What follows belongs to an exercise in optimizing a design on an open flow for small area, a short achievable clock period and few clock cycles per item; a production flow would make more cautious choices.
Only simulation tests tie the RTL to the original design; equivalence was not proved.
No activity file was given, so power comes from the tool's default toggle rates.

Setup of job 1331:
Design line_codec, start of the top module:
module line_codec (
    input  wire        clk,
    input  wire        rst,           
    input  wire        cmd_valid,
    output wire        cmd_ready,
    input  wire [15:0] cmd,
    input  wire [7:0]  len,
    input  wire [63:0] line_in,
    input  wire [63:0] data_in,       
    output reg         done,
    output wire [15:0] rsp,
    output reg  [63:0] line_q,
    output reg  [63:0] data_q,
    output reg  [14:0] crc_q,
    output wire [7:0]  enstat_q
);
clock: 9.0 ns
lec_check: 0
abc_clock_period_in_ps: 3000
cap_margin: 20
core_margin: 2
core_utilization: 45
slew_margin: 20
synth_hierarchical: 1
synth_minimum_keep_size: 0
standard.sh (not shown) runs the stock make flow with config.mk's settings and CLKGATE_MAP_FILE= SYNTH_SCRIPT=/design/flow/synth_recipe.tcl, a recipe that flattens the netlist after the stock synthesis.
==> flow/flow/run.sh <==
#!/bin/bash
# Standard ORFS layout, with the port buffers made from the smallest buffer
# cell, a clock tree of clkbuf_8 (clusters of up to 12 sinks) without dummy loads, and the
# timing repair aimed at a setup slack of MARGIN ns at the 9 ns clock.
set -euo pipefail
MARGIN=$(cat flow/margin.txt)
bash standard.sh \
  BUFFER_PORTS_ARGS="-buffer_cell sky130_fd_sc_hd__buf_1" \
  CTS_ARGS="-sink_clustering_enable -repair_clock_nets -dont_use_dummy_load -buf_list {sky130_fd_sc_hd__clkbuf_8} -sink_clustering_size 12 -sink_clustering_max_diameter 40" \
  SETUP_SLACK_MARGIN=$MARGIN \
  finish > standard.log 2>&1
==> flow/flow/margin.txt <==
5.9
Testbench counts of job 1331, summed over its fixed seeds: cycles 4,808, items 4,800.
Input-level comparison between job 5141 and job 1331:
diff --git a/flow/design.v b/flow/design.v
--- a/flow/design.v
+++ b/flow/design.v
@@ -504,30 +504,36 @@
     assign cmd_ready = 1'b1;
     reg [5:0] rsp_r;                        
     reg [3:0] enstat_r;
     assign rsp      = {8'd0, rsp_r[5:4], rsp_r[3], 1'b0, rsp_r[2:1], rsp_r[3], rsp_r[0]};
     assign enstat_q = {4'd0, enstat_r};
     reg rst_q;
     always @(posedge clk) rst_q <= rst;
     wire go      = a_v && !rst_q;
     wire wr_crc  = go && a_crc;
     wire dlo_early = go && a_dec && (!a_ddes || ones);
     wire dlo_chk   = go && a_ddes && !ones;
-    wire wr_dlo  = dlo_early || (dlo_chk && crc_ok);
+    wire [3:0] zg;                          
+    lc_nor4 u_zg0 (.a(!dlo_chk), .b(syn[0]),  .c(syn[1]),  .d(syn[2]),  .y(zg[0]));
+    lc_nor4 u_zg1 (.a(syn[3]),   .b(syn[4]),  .c(syn[5]),  .d(syn[6]),  .y(zg[1]));
+    lc_nor4 u_zg2 (.a(syn[7]),   .b(syn[8]),  .c(syn[9]),  .d(syn[10]), .y(zg[2]));
+    lc_nor4 u_zg3 (.a(syn[11]),  .b(syn[12]), .c(syn[13]), .d(syn[14]), .y(zg[3]));
+    wire wr_dlo, ho_dlo;
+    lc_a41o  u_wr (.a(zg), .b(dlo_early), .y(wr_dlo));
+    lc_a41oi u_ho (.a(zg), .b(dlo_early || rst_q), .y(ho_dlo));
     wire wr_dhi  = go && a_draw;
     wire wr_line = go && a_enc;
     wire wr_lraw = go && a_enc && !a_edes;
     wire wr_ldes = go && a_edes;
     wire wr_chk  = go && a_chk;
     wire ho_crc  = !rst_q && !wr_crc;
-    wire ho_dlo  = !rst_q && !dlo_early && !(dlo_chk && crc_ok);
     wire ho_dhi  = !rst_q && !wr_dhi;
     wire ho_line = !rst_q && !wr_line;
     wire [14:0] crc_d;
     wire [63:0] data_d, line_d;
     generate
         for (i = 0; i < 15; i = i + 1) begin : g_crc
             lc_ao22 u_c (.a(crc_v[i]), .sa(wr_crc), .b(crc_q[i]), .sb(ho_crc),
                          .y(crc_d[i]));
             lc_ao222 u_lc (.a(opnd[48 + i]), .sa(wr_lraw), .b(crc_v[i]), .sb(wr_ldes),
                            .c(line_q[48 + i]), .sc(ho_line), .y(line_d[48 + i]));
         end
@@ -577,11 +583,34 @@
 module lc_ao222 (
     input  wire a,
     input  wire sa,
     input  wire b,
     input  wire sb,
     input  wire c,
     input  wire sc,
     output wire y
 );
     assign y = (a & sa) | (b & sb) | (c & sc);
 endmodule
+module lc_nor4 (
+    input  wire a,
+    input  wire b,
+    input  wire c,
+    input  wire d,
+    output wire y
+);
+    assign y = !(a | b | c | d);
+endmodule
+module lc_a41o (
+    input  wire [3:0] a,
+    input  wire       b,
+    output wire       y
+);
+    assign y = (&a) | b;
+endmodule
+module lc_a41oi (
+    input  wire [3:0] a,
+    input  wire       b,
+    output wire       y
+);
+    assign y = !((&a) | b);
+endmodule
Notes after the runs:
Having completed the whole flow, job 5141 delivered a layout that passed the timing, DRC and antenna checks. Route | job 5141 vs job 1331 | wire shorter in job 5141. Of job 1331 and job 5141, the run reporting the lower fraction of the mapped netlist area in simple logic gates was job 1331. When job 5141 is set beside job 1331, its sequential power share turns out to be 1.5 points smaller. Comparing job 1331 and job 5141, internal power is higher on job 1331. When job 5141 is measured against job 1331, its share of power burned in combinational logic turns out 2.2 points higher. Looking at job 1331 and job 5141, the sequential power is a wash. The lower post-placement worst setup slack of job 1331 and job 5141 is in job 5141. Job 5141 vs. job 1331: highest attainable clock frequency increased by about 6.6% relative to the old numbers; proportion of synthesized area in mux cells closely matched the old numbers; area after synthesis increased by about 1.7% relative to the old numbers. Comparing job 1331 and job 5141, the lower met2 track utilization from global routing was measured on job 5141.
Testbench counts of job 5141, summed over its fixed seeds: cycles 4,808, items 4,800.

---

Another version of the RTL of line_codec (not shown whole).
Size in the first run: about 230 flip-flops, roughly 320 I/O pins, roughly 9800 sq um of cells after synthesis.
clock: 9.0 ns
lec_check: 0
abc_clock_period_in_ps: 3000
cap_margin: 20
core_margin: 2
core_utilization: 45
slew_margin: 20
synth_hierarchical: 1
synth_minimum_keep_size: 0
Scripts as last shown in full above: flow/flow/run.sh, flow/flow/margin.txt
Testbench counts at the start, summed over its fixed seeds: cycles 4,808, items 4,800.
Edit:
--- a/flow/design.v
+++ b/flow/design.v
@@ -72,25 +72,33 @@
                        ok_dec ? {1'b0, 2'd2} + {1'b0, fmt} :
                        ok_enc ? (fmt[1] ? 3'd6 : 3'd5) :
                        ok_chk ? 3'd7 : 3'd0;
     wire [1:0] cause_d = bad_length ? 2'd3 :
                          bad_format ? 2'd2 :
                          bad_opc    ? 2'd1 : 2'd0;
     reg  [63:0] opnd;
     reg         a_v;                        
     reg  [2:0]  a_cls;
     reg  [1:0]  a_cause;
+    reg         a_ones;                     
+    reg  [2:0]  a_cnt;                      
+    wire [2:0] en_count = (data_in[15:0]  == 16'hA5A5) +
+                          (data_in[31:16] == 16'h5A5A) +
+                          (data_in[47:32] == 16'hA5A5) +
+                          (data_in[63:48] == 16'h5A5A);
     always @(posedge clk) begin
         a_v     <= cmd_valid && !rst;
         opnd    <= opnd_d;
         a_cls   <= cls_d;
         a_cause <= cause_d;
+        a_ones  <= &line_in;
+        a_cnt   <= en_count;
     end
     wire a_crc  = (a_cls == 3'd1);
     wire a_dec  = (a_cls == 3'd2) || (a_cls == 3'd3) || (a_cls == 3'd4);
     wire a_draw = (a_cls == 3'd3);
     wire a_ddes = (a_cls == 3'd4);
     wire a_enc  = (a_cls == 3'd5) || (a_cls == 3'd6);
     wire a_edes = (a_cls == 3'd6);
     wire a_chk  = (a_cls == 3'd7);
     wire a_bp   = (a_cause != 2'd0);
     wire a_c1   = a_cause[1];
@@ -488,69 +496,60 @@
     lc_xor2 x204 (.a(syn[6]), .b(m[55]), .y(crc_v[6]));
     lc_xor2 x205 (.a(syn[7]), .b(m[56]), .y(crc_v[7]));
     lc_xor2 x206 (.a(syn[8]), .b(m[57]), .y(crc_v[8]));
     lc_xor2 x207 (.a(syn[9]), .b(m[58]), .y(crc_v[9]));
     lc_xor2 x208 (.a(syn[10]), .b(m[59]), .y(crc_v[10]));
     lc_xor2 x209 (.a(syn[11]), .b(m[60]), .y(crc_v[11]));
     lc_xor2 x210 (.a(syn[12]), .b(m[61]), .y(crc_v[12]));
     lc_xor2 x211 (.a(syn[13]), .b(m[62]), .y(crc_v[13]));
     lc_xor2 x212 (.a(syn[14]), .b(m[63]), .y(crc_v[14]));
     wire        crc_ok = (syn == 15'd0);
-    wire        ones   = &opnd;
-    wire [2:0]  a_cnt  = (opnd[15:0]  == 16'hA5A5) +
-                         (opnd[31:16] == 16'h5A5A) +
-                         (opnd[47:32] == 16'hA5A5) +
-                         (opnd[63:48] == 16'h5A5A);
+    wire        ones   = a_ones;
     wire        mm     = a_ddes && !ones && !crc_ok;
     assign cmd_ready = 1'b1;
     reg [5:0] rsp_r;                        
     reg [3:0] enstat_r;
     assign rsp      = {8'd0, rsp_r[5:4], rsp_r[3], 1'b0, rsp_r[2:1], rsp_r[3], rsp_r[0]};
     assign enstat_q = {4'd0, enstat_r};
     reg rst_q;
     always @(posedge clk) rst_q <= rst;
     wire go      = a_v && !rst_q;
     wire wr_crc  = go && a_crc;
     wire dlo_early = go && a_dec && (!a_ddes || ones);
     wire dlo_chk   = go && a_ddes && !ones;
     wire [3:0] zg;                          
     lc_nor4 u_zg0 (.a(!dlo_chk), .b(syn[0]),  .c(syn[1]),  .d(syn[2]),  .y(zg[0]));
     lc_nor4 u_zg1 (.a(syn[3]),   .b(syn[4]),  .c(syn[5]),  .d(syn[6]),  .y(zg[1]));
     lc_nor4 u_zg2 (.a(syn[7]),   .b(syn[8]),  .c(syn[9]),  .d(syn[10]), .y(zg[2]));
     lc_nor4 u_zg3 (.a(syn[11]),  .b(syn[12]), .c(syn[13]), .d(syn[14]), .y(zg[3]));
-    wire       ho_early = dlo_early || rst_q;
-    wire [3:0] wr_dlo, ho_dlo;
-    generate
-        for (i = 0; i < 4; i = i + 1) begin : g_dlo
-            lc_a41o  u_wr (.a(zg), .b(dlo_early), .y(wr_dlo[i]));
-            lc_a41oi u_ho (.a(zg), .b(ho_early),  .y(ho_dlo[i]));
-        end
-    endgenerate
+    wire wr_dlo, ho_dlo;
+    lc_a41o  u_wr (.a(zg), .b(dlo_early), .y(wr_dlo));
+    lc_a41oi u_ho (.a(zg), .b(dlo_early || rst_q), .y(ho_dlo));
     wire wr_dhi  = go && a_draw;
     wire wr_line = go && a_enc;
     wire wr_lraw = go && a_enc && !a_edes;
     wire wr_ldes = go && a_edes;
     wire wr_chk  = go && a_chk;
     wire ho_crc  = !rst_q && !wr_crc;
     wire ho_dhi  = !rst_q && !wr_dhi;
     wire ho_line = !rst_q && !wr_line;
     wire [14:0] crc_d;
     wire [63:0] data_d, line_d;
     generate
         for (i = 0; i < 15; i = i + 1) begin : g_crc
             lc_ao22 u_c (.a(crc_v[i]), .sa(wr_crc), .b(crc_q[i]), .sb(ho_crc),
                          .y(crc_d[i]));
             lc_ao222 u_lc (.a(opnd[48 + i]), .sa(wr_lraw), .b(crc_v[i]), .sb(wr_ldes),
                            .c(line_q[48 + i]), .sc(ho_line), .y(line_d[48 + i]));
         end
         for (i = 0; i < 48; i = i + 1) begin : g_lo
-            lc_ao22 u_d (.a(opnd[i]), .sa(wr_dlo[i / 12]), .b(data_q[i]), .sb(ho_dlo[i / 12]),
+            lc_ao22 u_d (.a(opnd[i]), .sa(wr_dlo), .b(data_q[i]), .sb(ho_dlo),
                          .y(data_d[i]));
             lc_ao22 u_l (.a(opnd[i]), .sa(wr_line), .b(line_q[i]), .sb(ho_line),
                          .y(line_d[i]));
         end
         for (i = 48; i < 64; i = i + 1) begin : g_dh
             lc_ao22 u_d (.a(opnd[i]), .sa(wr_dhi), .b(data_q[i]), .sb(ho_dhi),
                          .y(data_d[i]));
         end
     endgenerate
     lc_ao22 u_l63 (.a(opnd[63]), .sa(wr_line), .b(line_q[63]), .sb(ho_line),
Result: Critical path depth goes down by 1; routed wire length goes down by 4.9%; total power goes down by 5.9%; area after synthesis goes up by 0.44%; worst setup slack degrades by 43 ps; hold slack improves by 7.2 ps.
Testbench counts after the change, summed over its fixed seeds: cycles 4,808, items 4,800.

## afterwards: timing with drivers on the ports
The flow's constraints put no driver on any port. The routed layouts listed below were extracted and timed again, unchanged, in two steps.
Step 1, drivers: a clkbuf_16 drives clk and a buf_2 each remaining input, both assumed.
Step 2 adds t to the input delays and takes it off the output delays; t is the mean of the earliest and latest rising clock arrival at the registers after step 1. Input paths then give back, and output paths get back, about the clock's delay inside the block.
Three values: no drivers, after step 1, after step 2; two values: the first two.
run | t (ns) | setup WS [ns] | cell pins on the clock port's net
job 1331 | 0.590 | 5.738 / 5.738 / 5.412 | 1
job 5141 | 0.601 | 5.939 / 5.939 / 5.483 | 1
the first run of note 2 | 0.540 | 5.914 / 5.914 / 5.398 | 1
the second run of note 2 | 0.584 | 5.871 / 5.871 / 5.392 | 1
After both steps setup and hold are still met in every run listed. For the first run of note 2, which loses most, drivers alone change the setup slack by 0.000 ns; drivers and shift together by -0.516 ns.
